What follows belongs to an exercise in optimizing a design on an open flow for small area, a short achievable clock period and few clock cycles; a production flow would make more cautious choices.
Function was checked by simulation only, so behaviour that the tests miss may differ from the original.
Power figures rest on the tool's default switching activity, not on a simulated workload.

$ cat design.v
module c2b_rx (
    input  wire       clk,
    input  wire       rst,           
    input  wire       rx_valid,
    input  wire [8:0] rx_word,
    output wire       rx_ready,
    output wire       out_valid,
    output wire [7:0] out_data,
    output wire       out_sof,
    output wire       out_eof,
    output wire       err_crc,
    output wire       err_overrun
);
    localparam integer K  = 13;           
    localparam integer D  = 20;           
    localparam integer R  = K * D;        
    localparam integer IW = 4;            
    localparam integer PW = 5;            
    function [15:0] crc_byte;
        input [15:0] crc;
        input [7:0]  b;
        integer i;
        reg [15:0] c;
        begin
            c = crc ^ {b, 8'h00};
            for (i = 0; i < 8; i = i + 1)
                c = c[15] ? ((c << 1) ^ 16'h1021) : (c << 1);
            crc_byte = c;
        end
    endfunction
    reg  [7:0]   ring [0:R-1];
    wire [K-1:0] wen;            
    reg  [7:0]   pw;             
    genvar gi;
    generate
        for (gi = 0; gi < R; gi = gi + 1) begin : g_ring
            if ((gi % D) == 1) begin : g_tap
                always @(posedge clk)
                    ring[gi] <= wen[gi / D] ? pw : ring[gi - 1];
            end else begin : g_pass
                always @(posedge clk)
                    ring[gi] <= ring[(gi + R - 1) % R];
            end
        end
    endgenerate
    reg        rst_q;
    reg        ready_r;
    reg        ovr_r, crc_r;     
    reg        open;             
    reg  [1:0] hcnt;             
    reg  [8:0] rem;              
    reg        nl;               
    reg        r2;               
    reg        pv;               
    reg        k_t;              
    reg        k_c;              
    reg        k_g;              
    reg        k_bad;            
    reg        k_m;              
    reg        k_d;              
    reg [15:0] crc;              
    reg        at;               
    reg        ac;               
    reg        fire;             
    reg [IW-1:0] ti, ci, hi;     
    reg [PW-1:0] tp, cp, hp;     
    reg  [8:0] occ;              
    reg  [8:0] avail;            
    reg        sp, sp2;          
    reg        ov_r, sof_r, eof_r;
    reg  [7:0] od_r;
    reg  [1:0] ohdr;             
    reg  [8:0] orem;             
    wire alT    = (tp == 0);
    wire alC    = (cp == 0);
    wire alH    = (hp == 0);
    wire t_end  = (tp == D - 1);
    wire c_end  = (cp == D - 1);
    wire h_end  = (hp == D - 1);
    wire commit = at & k_g & ~k_bad;
    wire rewind = at & k_g &  k_bad;
    wire adv    = at & ~rewind;          
    wire hold   = pv & ~(at | ac);
    generate
        for (gi = 0; gi < K; gi = gi + 1) begin : g_wen
            assign wen[gi] = (at & (ti == gi)) | (ac & (ci == gi));
        end
    endgenerate
    function [IW+PW-1:0] pinc;
        input [IW-1:0] i;
        input [PW-1:0] p;
        begin
            if (p == D - 1)
                pinc = {(i == K - 1) ? {IW{1'b0}} : i + 1'b1, {PW{1'b0}}};
            else
                pinc = {i, p + 1'b1};
        end
    endfunction
    wire [IW+PW-1:0] t_inc = pinc(ti, tp);
    wire [IW+PW-1:0] c_inc = pinc(ci, cp);
    wire [IW+PW-1:0] h_inc = pinc(hi, hp);
    wire [IW+PW-1:0] n_t = adv ? {ti, tp} : rewind ? c_inc : ac ? {ci, cp} : t_inc;
    wire [IW+PW-1:0] n_c = commit ? {ti, tp} : c_inc;
    wire [IW+PW-1:0] n_h = fire ? {hi, hp} : h_inc;
    wire n_alT = adv ? alT : rewind ? c_end : ac ? alC : t_end;
    wire n_alC = commit ? alT : c_end;
    wire n_alH = fire ? alH : h_end;
    wire [8:0] occ_p = occ + 9'd1;
    wire [8:0] occ_m = occ - 9'd1;
    wire [8:0] av_p  = avail + 9'd1;
    wire [8:0] av_m  = avail - 9'd1;
    wire [8:0] n_occ = adv    ? (fire ? occ   : occ_p) :
                       ac     ? (fire ? avail : av_p)  :
                       rewind ? (fire ? av_m  : avail) :
                                (fire ? occ_m : occ);
    wire [8:0] n_avail = commit ? (fire ? occ : occ_p) : (fire ? av_m : avail);
    wire n_sp = (at | ac) ? sp2 : sp;
    wire acc_i  = rx_valid & ~rst_q & ~hold;
    wire acc    = acc_i & ~rst;
    wire mk     = rx_word[8];
    wire [7:0] b = rx_word[7:0];
    wire ovr    = ~mk & ~open;
    wire lo_ok  = (b == crc[7:0]) & (pw == crc[15:8]);
    wire n_pv   = (acc_i & ~ovr) | hold;
    wire n_kt   = acc_i ? ~(mk & open) : k_t;
    wire n_kc   = acc_i ?  (mk & open) : k_c;
    wire n_at   = n_pv & n_kt & n_alT & n_sp;
    wire n_ac   = n_pv & n_kc & n_alC & n_sp;
    integer k;
    reg [7:0] tap_rd;
    always @(*) begin
        tap_rd = 8'd0;
        for (k = 0; k < K; k = k + 1)
            tap_rd = tap_rd | (ring[k * D] & {8{hi == k}});
    end
    always @(posedge clk) begin
        rst_q   <= rst;
        ready_r <= ~rst & (rst_q | ~n_pv | n_at | n_ac);
        ovr_r   <= acc & ovr;
        crc_r   <= acc & ~mk & nl & ~lo_ok;
        if (acc_i) begin
            pw    <= b;
            k_m   <= mk;
            k_c   <= mk & open;
            k_t   <= ~(mk & open);
            k_g   <= ~mk & nl;
            k_bad <= ~lo_ok;
            k_d   <= ~mk & ~r2 & ~nl;
            if (mk) begin
                open <= 1'b1; hcnt <= 2'd1; nl <= 1'b0; r2 <= 1'b0;
            end else if (open) begin
                if (nl) begin
                    open <= 1'b0; nl <= 1'b0;
                end else if (hcnt == 2'd1) begin
                    hcnt <= 2'd2;
                end else if (hcnt == 2'd2) begin
                    hcnt <= 2'd3;
                    rem  <= {1'b0, b};
                    r2   <= (b == 8'd0);
                end else begin
                    rem  <= rem - 9'd1;
                    nl   <= r2;
                    r2   <= (rem == 9'd1);
                end
            end
        end
        if ((at | ac) & (k_m | k_d))
            crc <= crc_byte(crc & {16{~k_m}}, pw);
        od_r  <= tap_rd;
        sof_r <= fire & (ohdr == 2'd0);
        eof_r <= fire & (ohdr == 2'd3) & (&orem);
        ov_r  <= fire & ~rst & ~rst_q;
        if (fire) begin
            if (ohdr == 2'd2) begin
                orem <= {1'b0, tap_rd};
            end else begin
                orem <= orem - 9'd1;
            end
        end
        if (rst_q) begin
            pv    <= 1'b0;
            at    <= 1'b0;
            ac    <= 1'b0;
            fire  <= 1'b0;
            open  <= 1'b0;
            nl    <= 1'b0;
            r2    <= 1'b0;
            hcnt  <= 2'd0;
            ti <= 0; tp <= 0; ci <= 0; cp <= 0; hi <= 0; hp <= 0;
            occ   <= 9'd0;
            avail <= 9'd0;
            sp    <= 1'b1;
            sp2   <= 1'b1;
            ohdr  <= 2'd0;
        end else begin
            pv    <= n_pv;
            at    <= n_at;
            ac    <= n_ac;
            fire  <= (n_avail != 9'd0) & n_alH;
            {ti, tp} <= n_t;
            {ci, cp} <= n_c;
            {hi, hp} <= n_h;
            occ   <= n_occ;
            avail <= n_avail;
            sp    <= (n_occ <= R - 1);
            sp2   <= (n_occ <= R - 2);
            if (fire & ((ohdr != 2'd3) | (&orem)))
                ohdr <= ohdr + 2'd1;
        end
    end
    assign rx_ready    = ready_r;
    assign out_valid   = ov_r;
    assign out_data    = od_r;
    assign out_sof     = sof_r;
    assign out_eof     = eof_r;
    assign err_overrun = ovr_r;
    assign err_crc     = crc_r;
endmodule
$ cat flow/run.sh
#!/bin/bash
# Standard layout (the standard.sh: ORFS synthesis through finish), with
# the port buffers made of plain buffers instead of the delay cells that
# buffer_ports picks by default, timing repair aimed 6.15 ns below the clock
# period, and clock tree synthesis without dummy loads, with smaller leaf buffers.
set -euo pipefail
export BUFFER_PORTS_ARGS="-buffer_cell sky130_fd_sc_hd__buf_4"
export SETUP_SLACK_MARGIN=6.15
export CTS_ARGS="-sink_clustering_enable -repair_clock_nets -sink_clustering_size 16 -sink_clustering_max_diameter 45 -sink_clustering_buffer sky130_fd_sc_hd__clkbuf_8 -dont_use_dummy_load"
bash standard.sh > standard.log 2>&1
$ cat standard.sh
#!/bin/bash
# synth_recipe.tcl (not shown) runs the flow's synth.tcl, then flattens the netlist and writes it again
# the make line also repeats each setting of config.mk as NAME=value (left out here)
make -C /OpenROAD-flow-scripts/flow DESIGN_CONFIG=/design/flow/config.mk WORK_HOME=/design/flow/orfs CLKGATE_MAP_FILE= SYNTH_SCRIPT=/design/flow/synth_recipe.tcl "${@:-finish}"
$ cat config.mk
export PLATFORM = sky130hd
export DESIGN_NAME = c2b_rx
export DESIGN_NICKNAME = c2b_rx
export VERILOG_FILES = /design/flow/design.v
export SDC_FILE = /design/flow/constraint.sdc
export NUM_CORES = 4
export LEC_CHECK = 0
export CAP_MARGIN = 20
export CORE_MARGIN = 2
export CORE_UTILIZATION = 65
export CTS_CLUSTER_DIAMETER = 60
export CTS_CLUSTER_SIZE = 28
export PLACE_DENSITY = 0.75
export SLEW_MARGIN = 20
$ cat constraint.sdc
create_clock -name core_clock -period 9.0 [get_ports {clk}]
set_input_delay 1.8000 -clock core_clock [delete_from_list [all_inputs] [get_ports {clk}]]
set_output_delay 1.8000 -clock core_clock [all_outputs]
set_load 0.01 [all_outputs]
==> results of run 1 <==
cell families (layout without fill, tap and decap cells):
kind of cell | after synthesis | count (layout) | synth area share
fa+ha+maj | 29 | 29 | 0.00715
other cells | 0 | 1 | 0
simple gates | 317 | 317 | 0.0314
xor+xnor | 90 | 90 | 0.0155
flops | 2201 | 2201 | 0.877
mux | 130 | 130 | 0.0299
compound gates | 220 | 220 | 0.0292
buf+inv | 113 | 251 | 0.00966
placed cells by master (no fill, tap or decap), types with 37 or more instances in the layout:
| cell type | count |
|---|---|
| mux2_2 | 114 |
| a21oi_1 | 51 |
| xnor2_1 | 53 |
| edfxtp_1 | 46 |
| clkbuf_8 | 148 |
| o21ai_0 | 48 |
| nor2_1 | 81 |
| nand2_1 | 85 |
| dfxtp_1 | 2138 |
| xor2_1 | 37 |
| inv_1 | 37 |
flip-flops by register name, indices dropped and copies added (netlist names), 8 cells and up:
| name | flops |
|---|---|
| ring | 2080 |
| crc | 16 |
| avail | 9 |
| occ | 9 |
| orem | 9 |
| rem | 9 |
| od_r | 8 |
| pw | 8 |
report_power, final:
| group | internal, mW | switching, mW | leakage (nW) | total (mW) |
|---|---|---|---|---|
| Clock | 1.82 | 2.70 | 1.27 | 4.51 |
| Combinational | 0.0262 | 0.0332 | 2.36 | 0.0594 |
| Sequential | 9.77 | 0.0197 | 17.8 | 9.79 |
| Total | 11.6 | 2.75 | 21.4 | 14.4 |
layer usage:
metal | up-vias | global-route usage
li1 | 10300 | -
met1 | 10100 | 0.273
met2 | 422 | 0.307
met3 | 178 | 0.0372
met4 | 0 | 0.0901
met5 | - | 0
cell type report:
type / instances / area share
Inverter: 38 / 0.00268
Antenna cell: 1 / 0.0000458
Sequential cell: 2201 / 0.815
Timing Repair Buffer: 48 / 0.00755
Multi-Input combinational cell: 786 / 0.106
Clock buffer: 165 / 0.0450
Tap cell: 1040 / 0.0238
final timing paths:
| path | start | endpoint | slack [ps] | cells after the start |
|---|---|---|---|---|
| setup / recovery | od_r[7] | out_data[7] | 6020 | 1 |
| hold / removal | ring[252][0] | ring[253][0] | 290 | 0 |
| setup reg to reg | hi[1] | orem[6] | 6310 | 8 |
| hold reg to reg | ring[252][0] | ring[253][0] | 290 | 0 |
through the flow:
stage          utilization  worst slack (ps)  area, µm²
2_1_floorplan            -              5920      50800
4_1_cts              0.706              5980      54600
6_report             0.707              6020      54700
5_1_grt              0.707              5980      54700
3_3_place_gp         0.674              5650      52100
3_5_place_dp         0.674              5500      52100
timing repair:
action	in CTS	in global routing
setup endpoints to repair	14	28
setup buffers	0	5
resized for setup	34	3
==> results.toml, run 1 <==
[run_status]
outcome = "timing/DRC/antenna clean"

[critical_path]
crit_fanout = 1
path_cells = "buf_6"
crit_type = "flop to primary output"
startpoint_type = "flop"
crit_buf_inv = 1
crit_arrival_ps = 1180
critPathRequiredTime_ps = 7200
critPathSlowestCell = "dfxtp_4"
max_stage_delay_ps = 380
end_kind = "primary output"
critPathTopFamily = "flip-flops"

[cts]
cts_root_buffer = "clkbuf_16"
numCtsBuffers = 165
path_clk_slew_ps = 90
cts_buffer_depth = 3
tritoncts = "built"
cts_sinks = 2201
htree_levels = 4
worstSkewPairLatency_ps = 710
hold_buffers = 0

[floorplanning]
initial_core_util = 0.656
fp.dieW_um = 283
core-area_um2 = 77300
ioPinCount = 26
num_rows = 102
die_h_um = 283
die_area_um2 = 80300

[yosys]
synth_most_common_cell = "dfxtp_1"
ys_ff_latch = 2201
yosysWarnings = 2
synthDistinctLibCells = 78
netlist_top_cells_count = "dfxtp_1, mux2_2, nand2_1"
synth_top_area_frac = 0.850
synth_area_leaders = "dfxtp_1, edfxtp_1, mux2_2"
async_flop_share = 0
yosysSeqAreaShare = 0.877
yosysTopAreaCell = "dfxtp_1"
avgSynthCellArea_um2 = 16.4
synthCells = 3100
synth_edf_count = 46
syn_nets = 3141
mappedNetlistArea_um2 = 50800
ys.flop_type = "dfxtp_1"

[timing]
tightestPinTransition_ps = 1240
post-route-period-util = 0.331
rsz0062_at_grt = "yes"
drv_slew = 0
holdWs_ps = 293
fin_worst_skew_ps = 64.5
final.setup.tns_ps = 0
hold_violations = 0
max_freq_mhz = 336
max_slew_margin = 0.169
post-route-min-period_ps = 2980
finalSetupViolations = 0

[placed_design]
gp_congestion = 0.803
dpl.hpwl_um = 46500
io_buffers = 25
dpl.cell_count = 4108

[route]
vias_per_cell = 4.91
dr.pass1.iters = 7
postRouteAntennaNets = 0
wl_met3_um = 3040
wl_um = 77600
wl_per_cell_um = 18.1
wl_met2_um = 34900
remaining_drc_errors = 0
via_count = 21000
wirelength_met1_um = 36900
topRoutingLayerUsed = "met4"
drt-initial-drc-count = 1089

[global_routing]
grt_pass1_wl_um = 122000
grt_overflow = 0
grt_max_degree = 60
grt_usage = 0.198
grt_antenna_before_repair = 1
first_global_vias = 22100

[layout]
layout-drive-gt1-share = 0.117
finalNonFillerCells = 4279
regArea_um2 = 44600
area_growth_pct = 7.73
fill_cells = 4780
final_nets = 3281
multiInputGateArea_um2 = 5800

[power_and_ir_drop]
ir_drop_mv = 0.236
p_leak_nw = 21.4
power_density_nw_per_um2 = 263
power_mw = 14.4

[job]
drv_cap = 0

[min_path]
hp-class = "flop to flop"
Testbench counts, summed over its fixed seeds: cycles 65,954.
==> run 2, diff against run 1 <==
--- a/flow/run.sh
+++ b/flow/run.sh
@@ -6,5 +6,5 @@
 set -euo pipefail
 export BUFFER_PORTS_ARGS="-buffer_cell sky130_fd_sc_hd__buf_4"
 export SETUP_SLACK_MARGIN=6.15
-export CTS_ARGS="-sink_clustering_enable -repair_clock_nets -sink_clustering_size 16 -sink_clustering_max_diameter 45 -sink_clustering_buffer sky130_fd_sc_hd__clkbuf_8 -dont_use_dummy_load"
+export CTS_ARGS="-sink_clustering_enable -repair_clock_nets -sink_clustering_size 22 -sink_clustering_max_diameter 50 -sink_clustering_buffer sky130_fd_sc_hd__clkbuf_8 -dont_use_dummy_load"
 bash standard.sh > standard.log 2>&1
==> run 2 against run 1 <==
Against the previous run: first-iteration DRC count increased by 11%; critical path depth unchanged; setup slack got worse by 24 ps; via count decreased by 1.4%; synthesized cell count unchanged; clock power decreased by 8.9%; die area unchanged; sequential cell count unchanged; sequential share of layout area increased by 0.69 points; core utilization decreased by 0.59 points; critical path type unchanged; highest routed layer unchanged.
==> results.toml, run 2 <==
[floorplanning]
die_area_um2 = 80300
core-area_um2 = 77300
num_rows = 102
fp.dieW_um = 283
ioPinCount = 26
die_h_um = 283
initial_core_util = 0.656

[cts]
path_clk_slew_ps = 120
cts_sinks = 2201
numCtsBuffers = 132
tritoncts = "built"
htree_levels = 4
cts_buffer_depth = 3
cts_root_buffer = "clkbuf_16"
worstSkewPairLatency_ps = 710

[timing]
tightestPinTransition_ps = 1230
post-route-period-util = 0.334
hold_violations = 0
max_freq_mhz = 333
setup_ws_ps = 6000
post-route-min-period_ps = 3000
final.setup.tns_ps = 0
max_slew_margin = 0.179
fin_worst_skew_ps = 78.8
drv_slew = 0
finalSetupViolations = 0
rsz0062_at_grt = "yes"

[global_routing]
first_global_vias = 21700
met1_usage = 0.272
grt_usage = 0.193
grt_pass1_wl_um = 119000
grt_max_degree = 60
grt_use_met2 = 0.296
gr-usage-met3 = 0.0363
grt_antenna_before_repair = 1
grt-busiest-layer = "met2"
grt_overflow = 0

[min_path]
holdPathStages = 0
hold_path_startpoint = "ring[78][5]"
hp-class = "flop to flop"
min_to = "ring[79][5]"

[placed_design]
gp_congestion = 0.803
dpl.hpwl_um = 46500
placed_area_um2 = 52100
io_buffers = 25
preCtsSetupSlack_ps = 5500

[yosys]
synthSimpleGateAreaFrac = 0.0314
ys.flop_type = "dfxtp_1"
synthAdderAreaFrac = 0.00715
synth_area_leaders = "dfxtp_1, edfxtp_1, mux2_2"
synth_compound_area_frac = 0.0292
synth-xor-area-share = 0.0155
avgSynthCellArea_um2 = 16.4
yosysTopAreaCell = "dfxtp_1"
mappedNetlistArea_um2 = 50800
yosysWarnings = 2
synth_top_family_by_area = "simple AND/OR/NAND/NOR gates"
async_flop_share = 0
synthDistinctLibCells = 78
synth_edf_count = 46
ys_ff_latch = 2201
synth_most_common_cell = "dfxtp_1"
syn_nets = 3141
synth.mux.area_fraction = 0.0299
synthCells = 3100
netlist_top_cells_count = "dfxtp_1, mux2_2, nand2_1"
yosysSeqAreaShare = 0.877
synth_top_area_frac = 0.850

[power_and_ir_drop]
internal_power_mw = 11.3
power_density_nw_per_um2 = 258
p_leak_nw = 21.2
p_sw_frac = 0.191
ir_drop_mv = 0.242
pwr-share-clk = 0.294
power_switching_mw = 2.67
power.share.sequential = 0.701
combPwrFrac = 0.004

[route]
postRouteAntennaNets = 0
dr.pass1.iters = 5
remaining_drc_errors = 0
via_count = 20700
vias_per_cell = 4.88
wl_per_cell_um = 17.9
drt-initial-drc-count = 1204
wl_um = 76100

[critical_path]
reg2reg_to = "orem[1]"
crit_buf_inv = 1
rr_startpoint = "hi[0]"
rrSetupSlack_ps = 6330
crit_arrival_ps = 1200
critPathRequiredTime_ps = 7200
critPathSlowestCell = "dfxtp_4"
path_cells = "buf_6"
crit_fanout = 1
end_kind = "primary output"
critPathTopFamily = "flip-flops"
reg2reg_depth = 8
max_stage_delay_ps = 390
startpoint_type = "flop"
crit_type = "flop to primary output"

[layout]
area_growth_pct = 6.83
stdcell_area_um2 = 54200
largest_register_ffs = 2080
fill_cells = 4868
final_nets = 3248
largest-register = "ring"
regArea_um2 = 44600
multiInputGateArea_um2 = 5800
final_common_cell = "dfxtp_1"
layout-drive-gt1-share = 0.108
mostFrequentLayoutCells = "dfxtp_1, clkbuf_8, mux2_2, nand2_1, nor2_1"
top_regs = "ring: 2080 flops, crc: 16 flops"
antennaDiodeCount = 0

[run_status]
outcome = "timing/DRC/antenna clean"

[job]
drv_cap = 0
-- run 2: cell count changes in the layout (fill, tap and decap cells not counted) --
cell      change
clkbuf_8     -33
diode_2       -1
-- run 2: power groups by stage --
stage	Combinational (mW)	Sequential [mW]	Clock (mW)
after floorplan	0.0458	10.0	0
after global placement	0.0534	10.0	0
after detailed placement	0.0568	10.0	0
after CTS	0.0574	9.80	4.23
after global routing	0.0665	9.80	4.57
final	0.0593	9.79	4.11
-- run 2: metal layers --
layer  up-vias  wire, µm
met5         -         0
met4         0      2890
met3       199      2910
met2       421     33600
met1      9924     36700
li1      10200         -
-- run 2: metrics by stage --
| step | hold slack (ps) | total power, mW | util | cells |
|---|---|---|---|---|
| 2_1_floorplan | 310 | 10.1 | - | 3100 |
| 4_1_cts | 252 | 14.1 | 0.701 | 4240 |
| 5_1_grt | 245 | 14.4 | 0.701 | 4245 |
| 6_report | 249 | 14.0 | 0.701 | 4245 |
| 3_3_place_gp | 310 | 10.1 | 0.674 | 4108 |
| 3_5_place_dp | 312 | 10.1 | 0.674 | 4108 |
-- run 2: cell type report --
cell class                      count  area share
Inverter                           38     0.00270
Timing Repair Buffer               48     0.00761
Multi-Input combinational cell    786       0.107
Clock buffer                      132      0.0370
Tap cell                         1040      0.0240
Sequential cell                  2201       0.822
-- run 2: logic make-up after synthesis --
group	count (synthesis)
AND/OR/NAND/NOR	317
multiplexers	130
AO/OA/AOI/OAI	220
adder cells (fa/ha/maj)	29
XOR/XNOR	90
flip-flops	2201
buffers and inverters	113
-- run 2: worst max path at each step --
stage | endpoint | slack (ps) | from | depth (start not counted)
floorplan | rem[0] | 5920 | rx_valid | 4
global placement | ready_r | 5650 | rx_valid | 7
detailed placement | ready_r | 5500 | rx_valid | 7
CTS | out_data[5] | 5960 | od_r[5] | 1
global route | out_data[4] | 5950 | od_r[4] | 1
finish | out_data[3] | 6000 | od_r[3] | 1
-- run 2: repair_timing --
action	in CTS	in global routing
hold buffers	0	0
gates resized for setup	34	3
buffers inserted	0	5
pin swaps	0	0
endpoints found under the setup margin	14	29
==> run 3, diff against run 2 <==
==> run.sh (new file) <==
#!/bin/bash
# synth_recipe.tcl (not shown) runs the flow's synth.tcl, then flattens the netlist and writes it again
# the make line also repeats each setting of config.mk as NAME=value (left out here)
make -C /OpenROAD-flow-scripts/flow DESIGN_CONFIG=/design/flow/config.mk WORK_HOME=/design/flow/orfs CLKGATE_MAP_FILE= SYNTH_SCRIPT=/design/flow/synth_recipe.tcl finish
--- a/config.mk
+++ b/config.mk
@@ -11,4 +11,5 @@
 export CTS_CLUSTER_DIAMETER = 60
 export CTS_CLUSTER_SIZE = 28
 export PLACE_DENSITY = 0.75
+export SETUP_SLACK_MARGIN = 5
 export SLEW_MARGIN = 20
removed: flow/run.sh
removed: standard.sh
==> run 3 against run 2 <==
Against the previous run: routed wire length rose by 4.2%; synthesized cell count is the same; sequential share of layout area shrank 1.6 points; largest cell class unchanged.
==> results.toml, run 3 <==
[run_status]
outcome = "timing/DRC/antenna clean"

[critical_path]
crit_type = "input pin to flop"
crit_arrival_ps = 4280
end_kind = "flop"
max_stage_delay_ps = 560
crit_fanout = 16
startpoint_type = "input pin"
path_common_cell = "o21ai_0"
path_cells = "clkdlybuf4s50_1 > nand3b_1 > inv_1 > o21ai_0 > o21ai_0 > nand3_1 > a31oi_1"
critPathSlowestCell = "clkdlybuf4s50_1"
critPathRequiredTime_ps = 9590

[yosys]
synth_edf_count = 46
synth_top_area_frac = 0.850
async_flop_share = 0
ys.flop_type = "dfxtp_1"
synth_most_common_cell = "dfxtp_1"
mappedNetlistArea_um2 = 50800
ys_ff_latch = 2201
synth_area_leaders = "dfxtp_1, edfxtp_1, mux2_2"
syn_nets = 3141
synthCells = 3100
avgSynthCellArea_um2 = 16.4
netlist_top_cells_count = "dfxtp_1, mux2_2, nand2_1"
yosysTopAreaCell = "dfxtp_1"
synthDistinctLibCells = 78
yosysSeqAreaShare = 0.877
yosysWarnings = 2

[power_and_ir_drop]
power_density_nw_per_um2 = 272
ir_drop_mv = 0.193
p_leak_nw = 21.6
power_mw = 15.1

[layout]
multiInputGateArea_um2 = 5820
mostFrequentLayoutCells = "dfxtp_1, mux2_2, clkbuf_16, nand2_1, nor2_1"
largest-register = "ring"
top_regs = "ring: 2080 flops, crc: 16 flops"
layout-drive-gt1-share = 0.0984
largest_register_ffs = 2080
stdcell_area_um2 = 55300
final_nets = 3207
finalNonFillerCells = 4252
area_growth_pct = 8.92
regArea_um2 = 44500
antennaDiodeCount = 0
fill_cells = 4709
final_common_cell = "dfxtp_1"

[cts]
numCtsBuffers = 101
hold_buffers = 0
cts_resized = 0
cts_root_buffer = "clkbuf_16"
tritoncts = "built"
path_clk_slew_ps = 100
postCtsSetupBuffers = 0
htree_levels = 3
worstSkewPairLatency_ps = 690
cts_buffer_depth = 3
cts_sinks = 2201

[timing]
drv_slew = 0
finalSetupViolations = 0
rsz0062_at_grt = "no"
fin_worst_skew_ps = 39.3
setup_ws_ps = 5300
max_freq_mhz = 270
post-route-min-period_ps = 3700
post-route-period-util = 0.411
final.setup.tns_ps = 0
max_slew_margin = 0.231
hold_violations = 0
tightestPinTransition_ps = 1150

[placed_design]
io_buffers = 25
dpl.hpwl_um = 46200
placed_area_um2 = 52100
preCtsSetupSlack_ps = 4690
gp_congestion = 0.826
dpl.cell_count = 4103

[floorplanning]
core-area_um2 = 77300
ioPinCount = 26
initial_core_util = 0.656
num_rows = 102
die_area_um2 = 80300
die_h_um = 283
fp.dieW_um = 283

[min_path]
hp-class = "flop to flop"

[global_routing]
grt_pass1_wl_um = 123000
grt_usage = 0.198
grt_overflow = 0
grt_antenna_before_repair = 1
first_global_vias = 21300
grt_max_degree = 60

[route]
via_count = 20800
dr.pass1.iters = 5
wl_um = 79300
remaining_drc_errors = 0
drt-initial-drc-count = 1265
vias_per_cell = 4.90
wl_per_cell_um = 18.6
postRouteAntennaNets = 0

[job]
drv_cap = 0
## run 3: cell count changes in the layout (fill, tap and decap cells not counted), sizes merged, moves of 3 or more
cell / before / now
clkdlybuf4s50: 0 / 25
clkinvlp: 1 / 4
inv: 37 / 55
clkbuf: 132 / 110
clkinv: 0 / 17
buf: 48 / 13
## run 3: stage by stage
step                hold WS [ps]  utilization
floorplan                    310            -
global placement             310        0.674
detailed placement           312        0.674
CTS                          312        0.715
global route                 319        0.715
finish                       306        0.715
## run 3: worst max-delay path: cells and delay by family
kind	cells	cell delay [ps]
AO/OA/AOI/OAI	3	1010
AND/OR/NAND/NOR	2	390
buffers and inverters	2	1080
## run 3: area by class of cell
type / instances / share of cell area
Sequential cell: 2201 / 0.805
Multi-Input combinational cell: 786 / 0.105
Clock buffer: 110 / 0.0482
Tap cell: 1040 / 0.0235
Clock inverter: 39 / 0.00883
Timing Repair Buffer: 38 / 0.00629
Inverter: 38 / 0.00258
## run 3: layer usage
layer  track usage  up-vias  wire length (µm)
met5             0        -                 0
met4        0.0706        0              2470
met3        0.0282      172              2800
met2         0.317      413             36300
met1         0.279    10000             37700
li1              -    10200                 -
## run 3: logic make-up after synthesis
logic type	share of synthesized area
buffers and inverters	0.00966
adder cells (fa/ha/maj)	0.00715
AND/OR/NAND/NOR	0.0314
AO/OA/AOI/OAI	0.0292
multiplexers	0.0299
XOR/XNOR	0.0155
flip-flops	0.877
## run 3: worst paths after layout
kind	start	endpoint	slack (ps)	cells past startpoint
max	rx_valid	ready_r	5300	7
min reg2reg	ring[88][5]	ring[89][5]	310	0
min	ring[88][5]	ring[89][5]	310	0
max reg2reg	at	ready_r	5790	7
## run 3: power breakdown
group | total, mW | switching [mW] | internal (mW) | leakage, nW
combinational | 0.0575 | 0.0318 | 0.0257 | 2.26
sequential | 9.79 | 0.0195 | 9.77 | 17.8
clock | 5.21 | 2.97 | 2.25 | 1.53
==> run 4, diff against run 3 <==
==> flow/run.sh (new file) <==
#!/bin/bash
# Standard layout (the standard.sh: ORFS synthesis through finish), with
# the port buffers made of plain buffers instead of the delay cells that
# buffer_ports picks by default, timing repair aimed 6.3 ns below the clock
# period, and clock tree synthesis without dummy loads.
set -euo pipefail
export BUFFER_PORTS_ARGS="-buffer_cell sky130_fd_sc_hd__buf_4"
export SETUP_SLACK_MARGIN=6.3
export CTS_ARGS="-sink_clustering_enable -repair_clock_nets -sink_clustering_size 28 -sink_clustering_max_diameter 60 -dont_use_dummy_load"
bash standard.sh > standard.log 2>&1
==> standard.sh (new file) <==
#!/bin/bash
# synth_recipe.tcl (not shown) runs the flow's synth.tcl, then flattens the netlist and writes it again
# the make line also repeats each setting of config.mk as NAME=value (left out here)
make -C /OpenROAD-flow-scripts/flow DESIGN_CONFIG=/design/flow/config.mk WORK_HOME=/design/flow/orfs CLKGATE_MAP_FILE= SYNTH_SCRIPT=/design/flow/synth_recipe.tcl "${@:-finish}"
--- a/config.mk
+++ b/config.mk
@@ -11,5 +11,4 @@
 export CTS_CLUSTER_DIAMETER = 60
 export CTS_CLUSTER_SIZE = 28
 export PLACE_DENSITY = 0.75
-export SETUP_SLACK_MARGIN = 5
 export SLEW_MARGIN = 20
removed: run.sh
==> run 4 against run 3 <==
Against the previous run: final cell count is 0.94% lower; clock power is about 10% lower; critical path depth is 6 lower; global-route usage is 0.15 points lower; sequential cell count stayed put; core utilization is 0.69 points lower; setup slack better by 730 ps; synthesized area stayed put; clock skew is 70 ps higher; critical path type is now flop to primary output; synthesized cell count stayed put; highest routed layer unchanged; still clean on timing, DRC and antenna.
==> results.toml, run 4 <==
[run_status]
outcome = "timing/DRC/antenna clean"

[timing]
max_freq_mhz = 337
post-route-min-period_ps = 2970
drv_slew = 0
rsz0062_at_grt = "yes"
post-route-period-util = 0.330
fin_worst_skew_ps = 109
tightestPinTransition_ps = 1090
hold_violations = 0
final.setup.tns_ps = 0
finalSetupViolations = 0
setup_ws_ps = 6030
max_slew_margin = 0.275

[layout]
final_nets = 3213
final_common_cell = "dfxtp_1"
mostFrequentLayoutCells = "dfxtp_1, mux2_2, clkbuf_16, nand2_1, nor2_1"
area_growth_pct = 7.87
layout-drive-gt1-share = 0.0997
top_regs = "ring: 2080 flops, crc: 16 flops"
largest_register_ffs = 2080
largest-register = "ring"

[critical_path]
critPathSlowestCell = "dfxtp_4"
max_stage_delay_ps = 370
critPathRequiredTime_ps = 7200
end_kind = "primary output"
crit_buf_inv = 1
critPathTopFamily = "flip-flops"
startpoint_type = "flop"
path_cells = "buf_6"
crit_arrival_ps = 1170
rrSetupSlack_ps = 6380
rr_startpoint = "ac"
reg2reg_to = "ring[141][5]"
reg2reg_depth = 5
crit_fanout = 1
crit_type = "flop to primary output"

[min_path]
holdPathStages = 0
hold_path_startpoint = "ring[22][3]"
min_to = "ring[23][3]"
hp-class = "flop to flop"

[yosys]
synthSimpleGateAreaFrac = 0.0314
synthAdderAreaFrac = 0.00715
mappedNetlistArea_um2 = 50800
synth_most_common_cell = "dfxtp_1"
syn_nets = 3141
ys_ff_latch = 2201
yosysWarnings = 2
synth_area_leaders = "dfxtp_1, edfxtp_1, mux2_2"
synth_compound_area_frac = 0.0292
synth_top_family_by_area = "simple AND/OR/NAND/NOR gates"
ys.flop_type = "dfxtp_1"
netlist_top_cells_count = "dfxtp_1, mux2_2, nand2_1"
synthCells = 3100
synth.mux.area_fraction = 0.0299
synthDistinctLibCells = 78
synth_top_area_frac = 0.850
synth_edf_count = 46
yosysTopAreaCell = "dfxtp_1"
avgSynthCellArea_um2 = 16.4
yosysSeqAreaShare = 0.877
async_flop_share = 0
synth-xor-area-share = 0.0155

[placed_design]
dpl.hpwl_um = 45400
preCtsSetupSlack_ps = 5480
gp_congestion = 0.812
io_buffers = 25

[cts]
cts_root_buffer = "clkbuf_16"
path_clk_slew_ps = 100
cts_sinks = 2201
worstSkewPairLatency_ps = 700
htree_levels = 3
hold_buffers = 0
tritoncts = "built"
numCtsBuffers = 100
cts_buffer_depth = 3

[route]
drt-initial-drc-count = 1443
postRouteAntennaNets = 0
remaining_drc_errors = 0
vias_per_cell = 4.94
wl_um = 78500
wl_per_cell_um = 18.6
via_count = 20800
dr.pass1.iters = 5

[power_and_ir_drop]
power_density_nw_per_um2 = 265
ir_drop_mv = 0.250
p_leak_nw = 21.3

[global_routing]
grt_antenna_before_repair = 0
grt_overflow = 0
grt_pass1_wl_um = 122000
grt_usage = 0.196
grt_max_degree = 60
first_global_vias = 21500

[floorplanning]
ioPinCount = 26
die_h_um = 283
die_area_um2 = 80300
fp.dieW_um = 283
num_rows = 102
initial_core_util = 0.656
core-area_um2 = 77300

[job]
drv_cap = 0
[run 4: layout make-up]
class	count	area [µm²]
sequential	2201	44600
fill	4792	22600
multi-input combinational	787	5840
clock buffer	100	2500
tap	1040	1300
timing repair buffer	44	399
inverter	38	146
antenna	2	5.00
[run 4: repair_timing]
action                     CTS  global route
resized for setup           40             5
cloned                       1             0
pin swaps                    2             0
setup endpoints to repair   33            17
buffers inserted             3             0
[run 4: metrics by stage]
step,power (mW),instance area [µm²],instances,util,hold slack [ps]
4_1_cts,14.6,54700,4209,0.708,274
6_report,14.5,54800,4212,0.708,269
3_5_place_dp,10.1,52100,4105,0.673,312
3_3_place_gp,10.1,52100,4105,0.673,310
2_1_floorplan,10.1,50800,3100,-,310
5_1_grt,15.0,54700,4210,0.708,271
[run 4: how the worst max path moves through the flow]
| stage | from | slack [ps] | depth (start not counted) | to |
|---|---|---|---|---|
| after floorplan | rx_valid | 5920 | 4 | rem[0] |
| after global placement | rx_valid | 5660 | 7 | ready_r |
| after detailed placement | rx_valid | 5480 | 5 | rem[0] |
| after CTS | od_r[4] | 5990 | 1 | out_data[4] |
| after global routing | od_r[4] | 6000 | 1 | out_data[4] |
| final | od_r[4] | 6030 | 1 | out_data[4] |
[run 4: kinds of logic after synthesis]
family          after synthesis
mux                         130
compound gates              220
xor+xnor                     90
fa+ha+maj                    29
buf+inv                     113
flops                      2201
simple gates                317
[run 4: layer usage]
| layer | part of all wire | track usage |
|---|---|---|
| met1 | 0.48 | 0.279 |
| met2 | 0.46 | 0.313 |
| met3 | 0.039 | 0.0306 |
| met4 | 0.029 | 0.0663 |
| met5 | 0 | 0 |
[run 4: power by group]
part | leakage, nW | internal [mW] | switching (mW)
Clock | 1.23 | 1.98 | 2.68
Combinational | 2.34 | 0.0257 | 0.0328
Sequential | 17.8 | 9.77 | 0.0201
Total | 21.3 | 11.8 | 2.74
==> run 5, diff against run 4 <==
==> flow/run.sh (replaced) <==
#!/bin/bash
# Standard layout (the standard.sh: ORFS synthesis through finish), with
# the port buffers made of plain buffers instead of the delay cells that
# buffer_ports picks by default, timing repair aimed 5 ns below the clock
# period, and clock tree synthesis without dummy loads.
set -euo pipefail
export BUFFER_PORTS_ARGS="-buffer_cell sky130_fd_sc_hd__buf_4"
export SETUP_SLACK_MARGIN=5
export CTS_ARGS="-sink_clustering_enable -repair_clock_nets -sink_clustering_size 28 -sink_clustering_max_diameter 60 -dont_use_dummy_load"
bash standard.sh > standard.log 2>&1
==> run 5 against run 4 <==
Against the previous run: worst hold slack improved by 4.4 ps; synthesized cell count unchanged; count of clock-buffer cells in the layout decreased by 1; core utilization decreased by 0.25 points; highest routed layer is now met5.
==> results.toml, run 5 <==
[run_status]
outcome = "timing/DRC/antenna clean"

[global_routing]
first_global_vias = 21500
grt_antenna_before_repair = 2
grt_max_degree = 60
grt_overflow = 0
grt_pass1_wl_um = 123000
grt_usage = 0.199

[yosys]
yosysSeqAreaShare = 0.877
synthCells = 3100
synth_top_area_frac = 0.850
yosysWarnings = 2
avgSynthCellArea_um2 = 16.4
netlist_top_cells_count = "dfxtp_1, mux2_2, nand2_1"
yosysTopAreaCell = "dfxtp_1"
synth_area_leaders = "dfxtp_1, edfxtp_1, mux2_2"
syn_nets = 3141
ys_ff_latch = 2201
mappedNetlistArea_um2 = 50800
async_flop_share = 0
synth_most_common_cell = "dfxtp_1"
synthDistinctLibCells = 78
ys.flop_type = "dfxtp_1"
synth_edf_count = 46

[route]
wl_per_cell_um = 18.8
dr.pass1.iters = 7
vias_per_cell = 4.90
wl_um = 79000
via_count = 20600
drt-initial-drc-count = 1231
remaining_drc_errors = 0
postRouteAntennaNets = 0

[layout]
stdcell_area_um2 = 54600
largest_register_ffs = 2080
mostFrequentLayoutCells = "dfxtp_1, mux2_2, clkbuf_16, nand2_1, nor2_1"
largest-register = "ring"
final_nets = 3210
top_regs = "ring: 2080 flops, crc: 16 flops"
layout-drive-gt1-share = 0.0916
final_common_cell = "dfxtp_1"
area_growth_pct = 7.48
fill_cells = 4890

[critical_path]
crit_arrival_ps = 3770
crit_fanout = 23
reg2reg_depth = 8
startpoint_type = "flop"
critPathRequiredTime_ps = 9560
crit_type = "flop to flop"
end_kind = "flop"

[timing]
setup_ws_ps = 5790
finalSetupViolations = 0
hold_violations = 0
max_freq_mhz = 311
post-route-min-period_ps = 3210
rsz0062_at_grt = "no"
holdWs_ps = 273
tightestPinTransition_ps = 1090
fin_worst_skew_ps = 97.5
drv_slew = 0
final.setup.tns_ps = 0
post-route-period-util = 0.357
max_slew_margin = 0.272

[floorplanning]
fp.dieW_um = 283
num_rows = 102
die_area_um2 = 80300
ioPinCount = 26
initial_core_util = 0.656
core-area_um2 = 77300
die_h_um = 283

[placed_design]
placed_area_um2 = 52100
gp_congestion = 0.817
preCtsSetupSlack_ps = 5310
io_buffers = 25
dpl.hpwl_um = 46600

[cts]
htree_levels = 3
cts_root_buffer = "clkbuf_16"
cts_sinks = 2201
postCtsSetupBuffers = 0
numCtsBuffers = 99
cts_buffer_depth = 3
tritoncts = "built"
worstSkewPairLatency_ps = 700
hold_buffers = 0
cts_resized = 0
path_clk_slew_ps = 100

[min_path]
hp-class = "flop to flop"
holdPathStages = 0

[power_and_ir_drop]
ir_drop_mv = 0.288
p_leak_nw = 21.3
power_density_nw_per_um2 = 266

[job]
drv_cap = 0
-- run 5: worst paths after layout --
kind / start / endpoint / slack (ps)
setup reg to reg: ac / ready_r / 5790
setup / recovery: ac / ready_r / 5790
hold / removal: ring[81][0] / ring[82][0] / 270
hold reg to reg: ring[81][0] / ring[82][0] / 270
-- run 5: area by class of cell --
cell class | instances | area, µm² | share of cell area
diodes | 2 | 5.00 | 0.0000917
repair buffers | 43 | 323 | 0.00592
well taps | 1040 | 1300 | 0.0239
inverters | 38 | 143 | 0.00261
multi-input cells | 786 | 5790 | 0.106
clock buffers | 99 | 2480 | 0.0454
flip-flops and latches | 2201 | 44500 | 0.816
-- run 5: layer usage --
layer	part of all wire	GRT usage	routed length (µm)
met2	0.47	0.325	37000
met5	0.00034	0	27
met4	0.027	0.0655	2170
met3	0.033	0.0285	2600
met1	0.47	0.278	37200
-- run 5: cell families after synthesis --
| logic type | synth area share |
|---|---|
| flip-flops | 0.877 |
| AND/OR/NAND/NOR | 0.0314 |
| AO/OA/AOI/OAI | 0.0292 |
| multiplexers | 0.0299 |
| buffers and inverters | 0.00966 |
| XOR/XNOR | 0.0155 |
| adder cells (fa/ha/maj) | 0.00715 |
-- run 5: worst max-delay path: stages (launching register included) --
cell and delay, ps:
dfxtp_1 730, buf_4 380, or3b_2 240, nand3b_1 220, inv_1 510, o21ai_0 360
o21ai_0 340, nand3_1 150, a31oi_1 190
-- run 5: stage by stage --
| step | util | instances | power [mW] |
|---|---|---|---|
| after global routing | 0.705 | 4207 | 15.0 |
| final | 0.705 | 4209 | 14.5 |
| after global placement | 0.673 | 4108 | 10.1 |
| after CTS | 0.705 | 4207 | 14.6 |
| after floorplan | - | 3100 | 10.1 |
| after detailed placement | 0.673 | 4108 | 10.1 |
-- run 5: report_power, final --
group / leakage (nW) / internal (mW) / switching [mW]
combinational: 2.33 / 0.0245 / 0.0322
clock: 1.22 / 1.97 / 2.70
sequential: 17.8 / 9.77 / 0.0208
total: 21.3 / 11.8 / 2.76

[what the ideal ports hide]
The results above use ideal ports. As a check the final layouts listed here were re-extracted and re-timed, cells and wires unchanged.
Step 1 (the two cells are an assumption about what drives the block):
set clk [get_ports {clk}]
set_driving_cell -lib_cell sky130_fd_sc_hd__clkbuf_16 $clk
set_driving_cell -lib_cell sky130_fd_sc_hd__buf_2 [delete_from_list [all_inputs] $clk]
Step 2 moves the port delays by t, midway between the first and last clock arrival at a register: inputs arrive t later, outputs are due t later. That takes back most of the time a late clock gives input paths.
Three values: no drivers, after step 1, after step 2; two values: the first two.
| run | t, ns | setup slack, ns | hold WS [ns] | worst slew at a driven data input, ns |
|---|---|---|---|---|
| run 1 | 0.734 | 6.021 / 5.958 / 5.653 | 0.293 / 0.293 / 0.293 | 0.04 |
| run 2 | 0.732 | 5.997 / 5.933 / 5.646 | 0.249 / 0.249 / 0.249 | 0.04 |
| run 3 | 0.737 | 5.302 / 5.336 / 4.599 | 0.306 / 0.306 / 0.306 | 0.04 |
| run 4 | 0.714 | 6.034 / 5.970 / 5.720 | 0.269 / 0.269 / 0.269 | 0.03 |
| run 5 | 0.722 | 5.787 / 5.787 / 5.203 | 0.273 / 0.273 / 0.273 | 0.04 |
After both steps every run listed still meets setup and hold. For run 3, which loses most, drivers alone change the setup slack by +0.034 ns; drivers and shift together by -0.703 ns.
